From an optimization exercise on the open Yosys and OpenROAD flow, aimed at small area and a short achievable clock period; shortcuts taken in it are not production practice. Function was not checked in any run shown here: the RTL went through the layout flow alone. Power figures rest on the tool's default switching activity, not on a simulated workload.

$ cat flow/config.mk
export PLATFORM = sky130hd
export DESIGN_NAME = ahrs_rx
export DESIGN_NICKNAME = ahrs_rx
export VERILOG_FILES = /design/flow/design.v
export SDC_FILE = /design/flow/constraint.sdc
export NUM_CORES = 4
export LEC_CHECK = 0
export CAP_MARGIN = 20
export CORE_MARGIN = 2
export CORE_UTILIZATION = 60
export CTS_CLUSTER_DIAMETER = 80
export CTS_CLUSTER_SIZE = 30
export PLACE_DENSITY = 0.7
export SETUP_SLACK_MARGIN = 3.9
export SLEW_MARGIN = 20
$ cat flow/constraint.sdc
create_clock -name core_clock -period 6.5 [get_ports {clk}]
set_input_delay 1.3000 -clock core_clock [delete_from_list [all_inputs] [get_ports {clk}]]
set_output_delay 1.3000 -clock core_clock [all_outputs]
set_load 0.01 [all_outputs]
$ cat flow/design.v
module ahrs_crc16 (
    input  wire [15:0] crc_in,
    input  wire [7:0]  data,
    output reg  [15:0] crc_out
);
    integer i;
    reg [15:0] t;
    always @(*) begin
        t = crc_in ^ {data, 8'h00};
        for (i = 0; i < 8; i = i + 1) begin
            if (t[15])
                t = {t[14:0], 1'b0} ^ 16'h1021;
            else
                t = {t[14:0], 1'b0};
        end
        crc_out = t;
    end
endmodule
module ahrs_parser (
    input  wire        clk,
    input  wire        rst,
    input  wire        feed,         
    input  wire        preset,       
    input  wire [7:0]  data,         
    output wire        done,         
    output wire        wr_angle,     
    output wire [1:0]  wr_field,     
    output wire        wr_status,    
    output wire [31:0] acc_q         
);
    localparam [15:0] CRC_PREAMBLE = 16'h7982;    
    reg [3:0]  sy;        
    reg        s_comp, s_status, s_crc0, s_crc1;
    reg [3:0]  s_ang;     
    reg [15:0] crc;
    reg [3:0]  seen;      
    reg [1:0]  fld;
    reg [31:0] acc;
    wire [31:0] value = {acc[23:0], data};
    assign acc_q = acc;
    wire [15:0] crc_next;
    ahrs_crc16 u_crc (.crc_in(crc), .data(data), .crc_out(crc_next));
    wire       in_sync = |sy;
    wire [7:0] ang_exp = value[30:23];
    wire       ang_bad = (ang_exp == 8'hFF) ||
                         (ang_exp == 8'h00 && value[22:0] != 23'd0);
    reg       id_known;
    reg [1:0] id_k;
    always @(*) begin
        id_known = 1'b1;
        id_k     = 2'd0;
        case (data)
            8'h05:   id_k = 2'd0;
            8'h18:   id_k = 2'd1;
            8'h19:   id_k = 2'd2;
            8'h4F:   id_k = 2'd3;
            default: id_known = 1'b0;
        endcase
    end
    wire done_d = s_crc1 && crc[7:0] == 8'h00 && data == crc[15:8];
    assign wr_field  = fld;
    assign wr_angle  = feed && s_ang[3] && !ang_bad;
    assign wr_status = feed && s_status;
    assign done      = feed && done_d;
    wire d00      = (data == 8'h00);
    wire id_ok    = s_comp && id_known && !seen[id_k];
    wire comp_end = (s_ang[3] && !ang_bad) || s_status;
    wire all_seen = &seen;
    wire [3:0] sy_f;
    assign sy_f[1] = in_sync && d00;
    assign sy_f[2] = sy[1] && data == 8'h17;
    assign sy_f[3] = sy[2] && data == 8'h05;
    assign sy_f[0] = (in_sync && !d00 && !sy_f[2] && !sy_f[3] && !(sy[3] && data == 8'h04)) ||
                     (s_comp && !id_ok) || (s_ang[3] && ang_bad) || s_crc1;
    wire comp_f   = (sy[3] && data == 8'h04) || (comp_end && !all_seen);
    wire [3:0] ang_f = {s_ang[2:0], id_ok && id_k != 2'd3};
    wire status_f = id_ok && id_k == 2'd3;
    wire crc0_f   = comp_end && all_seen;
    wire crc1_f   = s_crc0;
    always @(posedge clk) begin
        if (rst || preset) begin
            sy       <= 4'b0001;
            s_comp   <= 1'b0;
            s_ang    <= 4'b0000;
            s_status <= 1'b0;
            s_crc0   <= 1'b0;
            s_crc1   <= 1'b0;
        end else if (feed) begin
            sy       <= sy_f;
            s_comp   <= comp_f;
            s_ang    <= ang_f;
            s_status <= status_f;
            s_crc0   <= crc0_f;
            s_crc1   <= crc1_f;
        end
    end
    always @(posedge clk) begin
        if (feed) begin
            acc <= value;
            crc <= in_sync ? CRC_PREAMBLE : crc_next;
            if (in_sync)
                seen <= 4'b0;
            else if (s_comp && id_known)
                seen[id_k] <= 1'b1;
            if (s_comp)
                fld <= id_k;
        end
    end
endmodule
module ahrs_tbuf (
    input  wire       clk,
    input  wire       rst,
    input  wire       offer,
    input  wire       update,
    output wire [2:0] write_oh,
    output wire [2:0] read_oh,
    output wire       took        
);
    reg [2:0] w_oh, c_oh, r_oh;
    reg       new_f;
    assign write_oh = w_oh;
    assign read_oh  = r_oh;
    assign took     = update & (offer | new_f);
    wire       swap_n = update & new_f;
    wire [2:0] c_n    = swap_n ? r_oh : c_oh;
    wire [2:0] r_n    = swap_n ? c_oh : r_oh;
    wire [2:0] c_y    = update ? r_oh : w_oh;
    wire [2:0] r_y    = update ? w_oh : r_oh;
    always @(posedge clk) begin
        if (rst) begin
            w_oh  <= 3'b001;
            c_oh  <= 3'b010;
            r_oh  <= 3'b100;
            new_f <= 1'b0;
        end else begin
            w_oh  <= offer ? c_oh : w_oh;
            c_oh  <= offer ? c_y : c_n;
            r_oh  <= offer ? r_y : r_n;
            new_f <= offer ? !update : (new_f & !update);
        end
    end
endmodule
module ahrs_store (
    input  wire        clk,
    input  wire        rst,
    input  wire [2:0]  write_oh,    
    input  wire        wr_angle,
    input  wire [1:0]  wr_field,    
    input  wire        wr_status,
    input  wire [31:0] wr_value,    
    output wire [103:0] slot0,      
    output wire [103:0] slot1,
    output wire [103:0] slot2,
    output wire [11:0]  written     
);
    reg [31:0] yaw    [0:2];
    reg [31:0] pitch  [0:2];
    reg [31:0] roll   [0:2];
    reg [7:0]  status [0:2];
    reg [3:0]  valid  [0:2];    
    reg pend_angle, pend_status;
    always @(posedge clk) begin
        pend_angle  <= wr_angle  && !rst;
        pend_status <= wr_status && !rst;
    end
    integer i;
    always @(posedge clk) begin
        for (i = 0; i < 3; i = i + 1) begin
            if (pend_angle && write_oh[i]) begin
                case (wr_field)
                    2'd0:    yaw[i]   <= wr_value;
                    2'd1:    pitch[i] <= wr_value;
                    default: roll[i]  <= wr_value;
                endcase
            end
            if (pend_status && write_oh[i])
                status[i] <= wr_value[7:0];
        end
    end
    always @(posedge clk) begin
        for (i = 0; i < 3; i = i + 1) begin
            if (rst) begin
                valid[i] <= 4'b0;
            end else begin
                if (pend_angle && write_oh[i]) begin
                    case (wr_field)
                        2'd0:    valid[i][0] <= 1'b1;
                        2'd1:    valid[i][1] <= 1'b1;
                        default: valid[i][2] <= 1'b1;
                    endcase
                end
                if (pend_status && write_oh[i])
                    valid[i][3] <= 1'b1;
            end
        end
    end
    assign slot0 = {status[0], roll[0], pitch[0], yaw[0]};
    assign slot1 = {status[1], roll[1], pitch[1], yaw[1]};
    assign slot2 = {status[2], roll[2], pitch[2], yaw[2]};
    assign written = {valid[2], valid[1], valid[0]};
endmodule
module ahrs_rx (
    input  wire        clk,
    input  wire        rst,
    input  wire        p_valid,
    input  wire [31:0] p_cmd,
    output reg         p_resp_valid,
    output reg         p_resp_err,
    output wire [31:0] p_resp_val,
    input  wire        c_valid,
    input  wire [31:0] c_cmd,
    output reg         c_resp_valid,
    output reg         c_resp_err,
    output reg  [31:0] c_resp_val
);
    localparam [7:0] OPC_CRC_UPDATE   = 8'h01,
                     OPC_FEED         = 8'h10,
                     OPC_PARSER_RESET = 8'h11,
                     OPC_OFFER        = 8'h20,
                     OPC_UPDATE       = 8'h21,
                     OPC_GET_PITCH    = 8'h30,
                     OPC_GET_YAW      = 8'h31,
                     OPC_GET_ROLL     = 8'h32,
                     OPC_GET_STATUS   = 8'h33;
    wire [7:0]  p_opc   = p_cmd[31:24];
    wire [15:0] p_arg16 = p_cmd[23:8];
    wire [7:0]  p_arg8  = p_cmd[7:0];
    wire [7:0]  c_opc   = c_cmd[31:24];
    wire [15:0] c_arg16 = c_cmd[23:8];
    wire [7:0]  c_arg8  = c_cmd[7:0];
    wire p_crc    = p_valid && p_opc == OPC_CRC_UPDATE;
    wire p_feed   = p_valid && p_opc == OPC_FEED         && p_arg16 == 16'h0;
    wire p_preset = p_valid && p_opc == OPC_PARSER_RESET && p_arg16 == 16'h0 && p_arg8 == 8'h0;
    wire p_offer  = p_valid && p_opc == OPC_OFFER        && p_arg16 == 16'h0 && p_arg8 == 8'h0;
    wire p_legal  = p_crc || p_feed || p_preset || p_offer;
    wire c_noarg  = c_arg16 == 16'h0 && c_arg8 == 8'h0;
    wire c_crc    = c_valid && c_opc == OPC_CRC_UPDATE;
    wire c_update = c_valid && c_opc == OPC_UPDATE     && c_noarg;
    wire c_gp     = c_valid && c_opc == OPC_GET_PITCH  && c_noarg;
    wire c_gy     = c_valid && c_opc == OPC_GET_YAW    && c_noarg;
    wire c_gr     = c_valid && c_opc == OPC_GET_ROLL   && c_noarg;
    wire c_gs     = c_valid && c_opc == OPC_GET_STATUS && c_noarg;
    wire c_legal  = c_crc || c_update || c_gp || c_gy || c_gr || c_gs;
    wire [15:0] p_crc_out, c_crc_out;
    ahrs_crc16 u_pcrc (.crc_in(p_arg16), .data(p_arg8), .crc_out(p_crc_out));
    ahrs_crc16 u_ccrc (.crc_in(c_arg16), .data(c_arg8), .crc_out(c_crc_out));
    wire        feed_done;
    wire        wr_angle, wr_status;
    wire [1:0]  wr_field;
    wire [31:0] wr_value;
    ahrs_parser u_parser (
        .clk(clk), .rst(rst),
        .feed(p_feed), .preset(p_preset), .data(p_arg8),
        .done(feed_done),
        .wr_angle(wr_angle), .wr_field(wr_field),
        .wr_status(wr_status), .acc_q(wr_value)
    );
    wire [2:0] write_oh, read_oh;
    wire       took;
    ahrs_tbuf u_tbuf (
        .clk(clk), .rst(rst),
        .offer(p_offer || feed_done),
        .update(c_update),
        .write_oh(write_oh), .read_oh(read_oh),
        .took(took)
    );
    wire [103:0] slot0, slot1, slot2;
    wire [11:0]  written;
    ahrs_store u_store (
        .clk(clk), .rst(rst),
        .write_oh(write_oh),
        .wr_angle(wr_angle), .wr_field(wr_field),
        .wr_status(wr_status), .wr_value(wr_value),
        .slot0(slot0), .slot1(slot1), .slot2(slot2), .written(written)
    );
    wire [3:0] rok0 = {4{read_oh[0]}} & written[3:0];
    wire [3:0] rok1 = {4{read_oh[1]}} & written[7:4];
    wire [3:0] rok2 = {4{read_oh[2]}} & written[11:8];
    wire [31:0] rd_yaw    = ({32{rok0[0]}} & slot0[31:0])   | ({32{rok1[0]}} & slot1[31:0])   | ({32{rok2[0]}} & slot2[31:0]);
    wire [31:0] rd_pitch  = ({32{rok0[1]}} & slot0[63:32])  | ({32{rok1[1]}} & slot1[63:32])  | ({32{rok2[1]}} & slot2[63:32]);
    wire [31:0] rd_roll   = ({32{rok0[2]}} & slot0[95:64])  | ({32{rok1[2]}} & slot1[95:64])  | ({32{rok2[2]}} & slot2[95:64]);
    wire [7:0]  rd_status = ({8{rok0[3]}}  & slot0[103:96]) | ({8{rok1[3]}}  & slot1[103:96]) | ({8{rok2[3]}}  & slot2[103:96]);
    reg [31:0] rd_field;
    always @(*) begin
        case (c_opc[1:0])
            2'd0:    rd_field = rd_pitch;
            2'd1:    rd_field = rd_yaw;
            2'd2:    rd_field = rd_roll;
            default: rd_field = {24'h0, rd_status};
        endcase
    end
    wire c_get = c_gp || c_gy || c_gr || c_gs;
    wire [15:0] p_val = ({16{p_crc}} & p_crc_out) | {15'h0, feed_done};
    wire [31:0] c_val = ({32{c_get}} & rd_field) |
                        {16'h0, {16{c_crc}} & c_crc_out} |
                        {31'h0, took};
    reg  [15:0] p_val_q;
    always @(posedge clk) begin
        if (rst) begin
            p_resp_valid <= 1'b0;
            c_resp_valid <= 1'b0;
        end else begin
            p_resp_valid <= p_valid;
            c_resp_valid <= c_valid;
        end
        p_resp_err <= p_valid && !p_legal;
        p_val_q    <= p_val;
        c_resp_err <= c_valid && !c_legal;
        c_resp_val <= c_val;
    end
    assign p_resp_val = {16'h0, p_val_q};
endmodule
$ cat flow/flow/run.sh
#!/bin/bash
# The standard layout, with two changes to the cells it may pick:
# - the port buffers are the plain buffer sky130_fd_sc_hd__buf_2 instead of
#   the cell buffer_ports picks by itself;
# - the slow wide gates (or3, or4, nor4, and4 and their inverted-input forms) are
#   added to the platform's don't-use list, so synthesis and repair build
#   those functions from NAND/NOR gates instead.
set -euo pipefail
export BUFFER_PORTS_ARGS="-buffer_cell sky130_fd_sc_hd__buf_2"
# the platform's own don't-use list (platforms/sky130hd/config.mk)
dont_use="sky130_fd_sc_hd__probe_p_8 sky130_fd_sc_hd__probec_p_8 sky130_fd_sc_hd__lpflow_bleeder_1"
for s in 1 16 2 4 8; do
  dont_use="$dont_use sky130_fd_sc_hd__lpflow_clkbufkapwr_$s sky130_fd_sc_hd__lpflow_clkinvkapwr_$s"
done
for s in 12 3 4 6 8; do dont_use="$dont_use sky130_fd_sc_hd__lpflow_decapkapwr_$s"; done
dont_use="$dont_use sky130_fd_sc_hd__lpflow_inputiso0n_1 sky130_fd_sc_hd__lpflow_inputiso0p_1"
dont_use="$dont_use sky130_fd_sc_hd__lpflow_inputiso1n_1 sky130_fd_sc_hd__lpflow_inputiso1p_1"
dont_use="$dont_use sky130_fd_sc_hd__lpflow_inputisolatch_1"
for s in 1 16 2 4 8; do dont_use="$dont_use sky130_fd_sc_hd__lpflow_isobufsrc_$s"; done
dont_use="$dont_use sky130_fd_sc_hd__lpflow_isobufsrckapwr_16"
for s in 1 2 4; do
  dont_use="$dont_use sky130_fd_sc_hd__lpflow_lsbuf_lh_hl_isowell_tap_$s sky130_fd_sc_hd__lpflow_lsbuf_lh_isowell_tap_$s"
done
dont_use="$dont_use sky130_fd_sc_hd__lpflow_lsbuf_lh_isowell_4"
# added here
for c in or3 or3b or4 or4b or4bb nor4 nor4b nor4bb and4 and4b and4bb; do
  for s in 1 2 4; do dont_use="$dont_use sky130_fd_sc_hd__${c}_${s}"; done
done
bash standard.sh "DONT_USE_CELLS=$dont_use" finish > standard.log 2>&1
$ cat flow/standard.sh
#!/bin/bash
# synth_recipe.tcl (not shown) runs the flow's synth.tcl, then flattens the netlist and writes it again
# the make line also repeats each setting of config.mk as NAME=value (left out here)
make -C /OpenROAD-flow-scripts/flow DESIGN_CONFIG=/design/flow/config.mk WORK_HOME=/design/flow/orfs CLKGATE_MAP_FILE= SYNTH_SCRIPT=/design/flow/synth_recipe.tcl "${@:-finish}"
==> impl_metrics.csv, run 1 <==
group,metric,value,unit
synthesis,ys.warnings.count,10,
cts,numCtsBuffers,19,
critical_path,cp_max_fo,24,
detailed_routing,wire_per_inst,23.0,um
place,hpwl,24400,um
synthesis,synth_ff_type,"edfxtp_1",
pwr,p_leak,6.37,nW
cts,cts_max_level,1,
layout,synthToLayoutAreaGrowth,10.3,%
synthesis,synth.top_cell.area_share,0.623,
timing,rsz0062_at_grt,"yes",
critical_path,slowest_delay,0.65,ns
global_route,grt_use_total,0.264,
synthesis,synth_cell_types,55,
layout,num-fill-cells,2073,
cts,ctsLongestPathBuffers,3,
detailed_routing,routed_wl,40800,um
pwr,finalPower,4.71,mW
detailed_routing,antenna_left,0,
synthesis,postSynthCellCount,1289,
layout,layout-drive-gt1-share,0.159,
detailed_routing,dr.first_iter.drc_count,1130,
global_route,antenna_found_initial,0,
floorplanning,die_area,30800,um2
global_route,grt_pass1_wl,61500,um
pwr,ir_worst_vdd,0.213,mV
critical_path,cp_cell_sequence,"and2_1 -> buf_4 -> a22oi_1 -> a311oi_1 -> a21oi_1 -> o22ai_1",
place,globalplace.congestion,0.837,
timing,fmax,387,MHz
timing,hold_violations,0,
critical_path,critPathSlowestCell,"a311oi_1",
floorplanning,core-area,28900,um2
synthesis,synth_edf_count,366,
detailed_routing,drc,0,
timing,fin_crit_sh,0.397,
cts,cts_root_buf,"clkbuf_16",
synthesis,syn_avg_cell_area,13.7,um2
cts,worstSkewPairLatency,0.54,ns
layout,diodes,0,
run_status,status,"no timing/DRC/antenna violations",
timing,min_period,2.58,ns
floorplanning,initial_core_util,0.611,
synthesis,ys_ff_latch,454,
synthesis,post-synth-top-count-cell,"edfxtp_1",
critical_path,cp.arrival,3.03,ns
floorplanning,row_count,62,
synthesis,synth_area,17600,um2
timing,relSlewSlack,0.281,
synthesis,synthTopCellsByArea,"edfxtp_1 (62%), dfxtp_1 (10%), a22oi_1 (3.2%), nand2_1 (3.1%), xnor2_1 (2.5%)",
synthesis,yosysSeqAreaShare,0.723,
timing,fin_skew,0.0238,ns
detailed_routing,viasPerCell,6.10,
pwr,p_per_area,242,nW/um2
critical_path,reg2reg_slack,3.92,ns
cts,clk_pin_slew,0.11,ns
place,portBuffers,119,
timing,report.final.slew_viol_count,0,
floorplanning,die_h,175,um
cts,clock_sinks,454,
detailed_routing,drt_pre_antenna_iters,5,
critical_path,critPathTopFamily,"compound AO/OA/AOI/OAI gates",
timing,worstMarginPinSlew,1.08,ns
synthesis,ys_top_cells_by_count,"edfxtp_1 (366), nand2_1 (145), nor2_1 (111)",
critical_path,required,6.95,ns
synthesis,synth_top_cell_by_area,"edfxtp_1",
layout,nNetsFinal,1448,
cts,cts_hold_buffers,0,
critical_path,endpoint_kind,"register",
critical_path,cp-start-kind,"register",
global_route,grt_pass1_vias,10400,
synthesis,async_flop_share,0,
run,maxCapViolCount,0,
timing,report.final.setup_viol,0,
timing,tns,0,ns
floorplanning,fp.dieW,175,um
global_route,overflow,0,
floorplanning,io_pins,136,
critical_path,path_class,"reg2reg",
hold_path,hold_class,"reg2reg",
global_route,grt_max_degree,60,
cts,cts_tree,"yes",
detailed_routing,vias,10800,
critical_path,cp_num_buf_inv,1,
[per-layer routing]
metal  global-route usage  part of all wire  vias up
met3               0.0329             0.068       74
li1                     -                 -     4958
met5                    0                 0        -
met2                0.433              0.48      455
met1                0.377              0.42     5357
met4               0.0795             0.030        0
[worst paths after layout]
path,start,end,cells after the start
setup reg to reg,u_tbuf.r_oh[1],c_resp_val[12],6
hold / removal,u_parser.s_crc0,u_parser.s_crc0,2
setup / recovery,u_tbuf.r_oh[1],c_resp_val[12],6
hold reg to reg,u_parser.s_crc0,u_parser.s_crc0,2
[final cells by class]
type,count,area [um2],area share
sequential,454,12800,0.656
clock inverter,4,38.8,0.00199
multi-input combinational,755,4790,0.246
timing repair buffer,140,800,0.0411
tap,384,480,0.0247
inverter,10,63.8,0.00328
clock buffer,30,517,0.0266
[layout by cell type (no fill, tap or decap), types with 4 or more instances in the layout]
cell	instances
clkbuf_4	4
inv_1	8
and2_1	20
xnor2_1	45
dfxtp_1	88
a211oi_1	30
o21ai_0	12
a21oi_1	39
nor3_1	12
nand3_1	34
and2_2	6
a311oi_1	24
a31oi_1	8
nand2_1	145
buf_2	110
a22o_1	27
edfxtp_1	366
nor3_2	5
nor2_1	105
a22oi_1	74
nor2_4	4
or2_2	6
o21a_1	12
xor2_1	13
nand2b_1	7
conb_1	16
o22ai_1	11
mux2i_1	8
xnor2_4	5
nand4_1	16
buf_4	22
nor2b_1	8
clkbuf_16	19
and3_1	7
clkbuf_1	11
[stage by stage]
| stage | setup slack [ns] | utilization | cells | hold slack [ns] | instance area, um2 |
|---|---|---|---|---|---|
| finish | 3.92 | 0.674 | 1777 | 0.461 | 19400 |
| global route | 3.85 | 0.674 | 1777 | 0.484 | 19400 |
| CTS | 3.88 | 0.668 | 1772 | 0.465 | 19300 |
| detailed placement | 2.92 | 0.646 | 1735 | 0.447 | 18600 |
| global placement | 2.97 | 0.646 | 1735 | 0.438 | 18600 |
| floorplan | 3.63 | - | 1304 | 0.429 | 17900 |
[cells by family (layout without fill, tap and decap cells)]
kind of cell,after synthesis,count (layout),synth area share
AO/OA/AOI/OAI,263,263,0.109
AND/OR/NAND/NOR,401,401,0.105
XOR/XNOR,66,66,0.0336
buffers and inverters,95,184,0.0243
flip-flops,454,454,0.723
other,1,16,0.000213
multiplexers,9,9,0.00518
[state kept, by name (all words and copies together) (netlist names), 2 cells and up]
name and count:
u_parser.sy 4, u_parser.fld 2, p_val_q 16, u_parser.crc 16, u_tbuf.c_oh 3, u_parser.acc 32, u_store.valid 12, u_tbuf.r_oh 3
u_tbuf.w_oh 3, c_resp_val 32, u_store.pitch 96, u_store.roll 96, u_parser.s_ang 4, u_store.yaw 96, u_store.status 24, u_parser.seen 4
[what timing repair did]
action	CTS	global route
pin swaps	8	10
resized for setup	14	26
endpoints found under the setup margin	90	18
buffers inserted	3	5
[tightest hold or removal path, delay by kind of cell (launching register included)]
kind | cells | cell delay [ns]
AO/OA/AOI/OAI | 1 | 0.05
AND/OR/NAND/NOR | 1 | 0.05
flip-flops | 1 | 0.33
[report_power, final]
group	switching [mW]	internal, mW
clock	0.841	0.571
combinational	0.123	0.0854
sequential	0.000383	3.09
==> inputs of run 2 (changes only) <==
==> flow/flow/run.sh (replaced) <==
#!/bin/bash
# The standard layout, with the port buffers made from the plain buffer
# (sky130_fd_sc_hd__buf_2) instead of the cell buffer_ports picks by itself.
set -euo pipefail
export BUFFER_PORTS_ARGS="-buffer_cell sky130_fd_sc_hd__buf_2"
bash standard.sh finish > standard.log 2>&1
==> run 2 against run 1 <==
Net effect: flip-flop and latch count did not move; global-route usage grew 0.14 points; final cell count is 0.39% lower; non-clock buffer count is 28 higher; area after synthesis is 0.22% lower; critical path type is now in2reg; largest cell class unchanged.
==> impl_metrics.csv, run 2 <==
group,metric,value,unit
critical_path,slowest_delay,0.49,ns
synthesis,postSynthCellCount,1255,
synthesis,async_flop_share,0,
timing,fin_skew,0.0188,ns
detailed_routing,viasPerCell,6.21,
synthesis,synth-simple-area-share,0.104,
cts,clk_pin_slew,0.11,ns
floorplanning,row_count,62,
layout,stdcell_count,1770,
global_route,antenna_found_initial,0,
synthesis,synth_top_family_by_area,"compound AO/OA/AOI/OAI gates",
timing,rsz0062_at_grt,"yes",
synthesis,ys_top_cells_by_count,"edfxtp_1 (366), nand2_1 (142), dfxtp_1 (88)",
cts,worstSkewPairLatency,0.54,ns
pwr,p_per_area,240,nW/um2
run,maxCapViolCount,0,
cts,numCtsBuffers,19,
pwr,ir_worst_vdd,0.200,mV
cts,cts_max_level,1,
detailed_routing,drc,0,
detailed_routing,drt_pre_antenna_iters,6,
place,hpwl,23700,um
synthesis,synth_edf_count,366,
critical_path,r2r_start,"u_parser.crc[3]",
timing,hold_violations,0,
global_route,grt_pass1_wl,62000,um
detailed_routing,wire_per_inst,23.7,um
detailed_routing,antenna_left,0,
layout,synthToLayoutAreaGrowth,12.8,%
global_route,grt_max_degree,58,
pwr,p_comb_frac,0.045,
synthesis,post-synth-top-count-cell,"edfxtp_1",
pwr,p_seq_frac,0.651,
synthesis,synth_compound_area_frac,0.108,
synthesis,synth-xor-area-share,0.0329,
place,placedCellCount,1702,
synthesis,muxShareOfSynthArea,0.00512,
critical_path,critPathSlowestCell,"or4_4",
detailed_routing,dr.first_iter.drc_count,1127,
timing,report.final.slew_viol_count,0,
cts,cts_tree,"yes",
cts,ctsLongestPathBuffers,3,
pwr,power.switching,0.966,mW
cts,cts_root_buf,"clkbuf_16",
timing,timing.hold.ws,0.459,ns
synthesis,synth_cell_types,62,
critical_path,cp_cell_sequence,"buf_12 -> or3_1 -> or4_4 -> or4_4 -> a21oi_4 -> buf_12 -> mux2i_1 -> o211ai_1",
timing,fmax,337,MHz
place,globalplace.congestion,0.856,
layout,num-fill-cells,1983,
run_status,status,"no timing/DRC/antenna violations",
synthesis,ys.warnings.count,10,
synthesis,yosysSeqAreaShare,0.725,
detailed_routing,vias,11000,
global_route,grt_use_total,0.266,
critical_path,cp_max_fo,6,
pwr,swShare,0.203,
detailed_routing,routed_wl,41900,um
timing,report.final.setup_viol,0,
layout,reg_top3,"u_store.pitch: 96 flops, u_store.roll: 96 flops, u_store.yaw: 96 flops",
synthesis,synth_top_cell_by_area,"edfxtp_1",
timing,fin_crit_sh,0.457,
timing,relSlewSlack,0.251,
synthesis,synth_area,17600,um2
layout,multi_input_area,4850,um2
synthesis,synth_ff_type,"edfxtp_1",
cts,clock_sinks,454,
layout,diodes,0,
layout,layout-drive-gt1-share,0.192,
critical_path,required,6.88,ns
critical_path,path_class,"in2reg",
synthesis,synth_adder_area_share,0,
global_route,overflow,0,
critical_path,cp.arrival,3.34,ns
floorplanning,die_h,175,um
timing,finalWorstSetupSlack,3.53,ns
floorplanning,die_area,30700,um2
synthesis,synthTopCellsByArea,"edfxtp_1 (62%), dfxtp_1 (10%), a22oi_1 (3.2%), nand2_1 (3.0%), xnor2_1 (2.6%)",
place,place_ws,2.55,ns
layout,seqCellArea,12800,um2
floorplanning,initial_core_util,0.611,
floorplanning,io_pins,136,
place,portBuffers,119,
hold_path,hold_start,"u_parser.s_ang[1]",
critical_path,endpoint_kind,"register",
pwr,internal_power,3.79,mW
hold_path,hold_class,"reg2reg",
critical_path,critPathTopFamily,"simple AND/OR/NAND/NOR gates",
critical_path,worstSetupStartpoint,"p_cmd[2]",
timing,worstMarginPinSlew,1.12,ns
floorplanning,core-area,28800,um2
layout,final_cell_mix,"edfxtp_1 (366), nand2_1 (141), buf_2 (112), dfxtp_1 (88), a22oi_1 (74)",
layout,layout_commonest_cell,"edfxtp_1",
synthesis,ys_ff_latch,454,
layout,nNetsFinal,1443,
timing,tns,0,ns
synthesis,syn_avg_cell_area,14.0,um2
pwr,p_leak,6.61,nW
pwr,finalPower,4.75,mW
timing,min_period,2.97,ns
synthesis,synth.top_cell.area_share,0.625,
floorplanning,fp.dieW,175,um
critical_path,cp_num_buf_inv,2,
pwr,pwr-share-clk,0.304,
critical_path,cp-start-kind,"input pin",
global_route,grt_pass1_vias,10600,
-- run 2: cell types whose count changed in the layout (fill, tap and decap cells not counted), sizes merged, moves of 5 or more --
cell	before	now
or3	0	8
nor4b	0	5
inv	12	6
o211a	0	5
nor4	0	23
nor3	18	13
buf	136	166
nor2	112	61
o22ai	12	7
-- run 2: final timing paths --
check / depth (start not counted) / endpoint / slack [ns]
setup / recovery: 8 / u_tbuf.r_oh[2] / 3.53
hold / removal: 2 / u_parser.s_ang[1] / 0.46
setup reg to reg: 7 / u_tbuf.r_oh[2] / 3.72
hold reg to reg: 2 / u_parser.s_ang[1] / 0.46
-- run 2: cells by family (layout without fill, tap and decap cells) --
family / count (synthesis) / count (layout)
AOI/OAI and AO/OA: 262 / 262
xor gates and xnor gates: 66 / 66
buffers and inverters: 90 / 205
DFF: 454 / 454
muxes: 9 / 9
other: 1 / 16
and+or+nand+nor: 373 / 374
-- run 2: area by class of cell --
type,instances,area share
clock inverter,4,0.00170
inverter,5,0.000945
timing repair buffer,168,0.0589
tap,384,0.0242
clock buffer,28,0.0277
multi-input combinational,727,0.244
sequential,454,0.642
-- run 2: worst register-to-register path, cell delays in order, from the launching register on --
cell and delay (ns):
edfxtp_1 0.43, nor4b_1 0.52, nand4_1 0.25, or4_2 0.75, a21oi_4 0.24, buf_12 0.15, mux2i_1 0.18, o211ai_1 0.11
-- run 2: through the flow --
stage,util,instance area (um2)
after floorplan,-,17800
after global placement,0.643,18500
after CTS,0.675,19400
final,0.690,19900
after global routing,0.690,19900
after detailed placement,0.643,18500
-- run 2: metal layers --
metal / GRT usage / part of all wire / up-vias
li1: - / - / 4965
met1: 0.380 / 0.41 / 5478
met2: 0.438 / 0.49 / 493
met3: 0.0331 / 0.079 / 52
met4: 0.0684 / 0.023 / 0
met5: 0 / 0 / -
-- run 2: power groups by stage --
stage                     Sequential (mW)  Clock (mW)  Combinational [mW]
final                                3.09        1.45               0.215
after detailed placement             3.16           0               0.193
after global placement               3.16           0               0.194
after global routing                 3.09        1.56               0.231
after CTS                            3.09        1.45               0.204
after floorplan                      3.16           0               0.131
-- run 2: what timing repair did --
item                                    CTS  global route
hold buffers                              0             0
endpoints found under the setup margin  103            67
pin swaps                                18            14
setup buffers                            16            15
resized for setup                        36            45
hold endpoints to repair                  0             0
cloned                                    2             3

==> static timing again, ports no longer ideal <==
The results above use ideal ports. As a check the final layouts listed here were re-extracted and re-timed, cells and wires unchanged.
Step 1, drivers: a clkbuf_16 drives clk and a buf_2 each remaining input, both assumed.
Step 2 adds t to the input delays and takes it off the output delays; t is the mean of the earliest and latest rising clock arrival at the registers after step 1. Input paths then give back, and output paths get back, about the clock's delay inside the block.
Slacks: ideal / step 1 / step 2; pairs: ideal / step 1.
run | t (ns) | slack for setup (ns) | worst setup path at the end | latest minus earliest clock arrival (ns) | slew at the worst register clock pin (ns)
run 1 | 0.581 | 3.919 / 3.919 / 3.360 | input to register | 0.024 / 0.025 | 0.11 / 0.11
run 2 | 0.585 | 3.532 / 3.542 / 2.957 | input to register | 0.022 / 0.021 | 0.11 / 0.11
After both steps setup and hold are still met in every run listed. For run 2, which loses most, drivers alone change the setup slack by +0.010 ns; drivers and shift together by -0.575 ns.
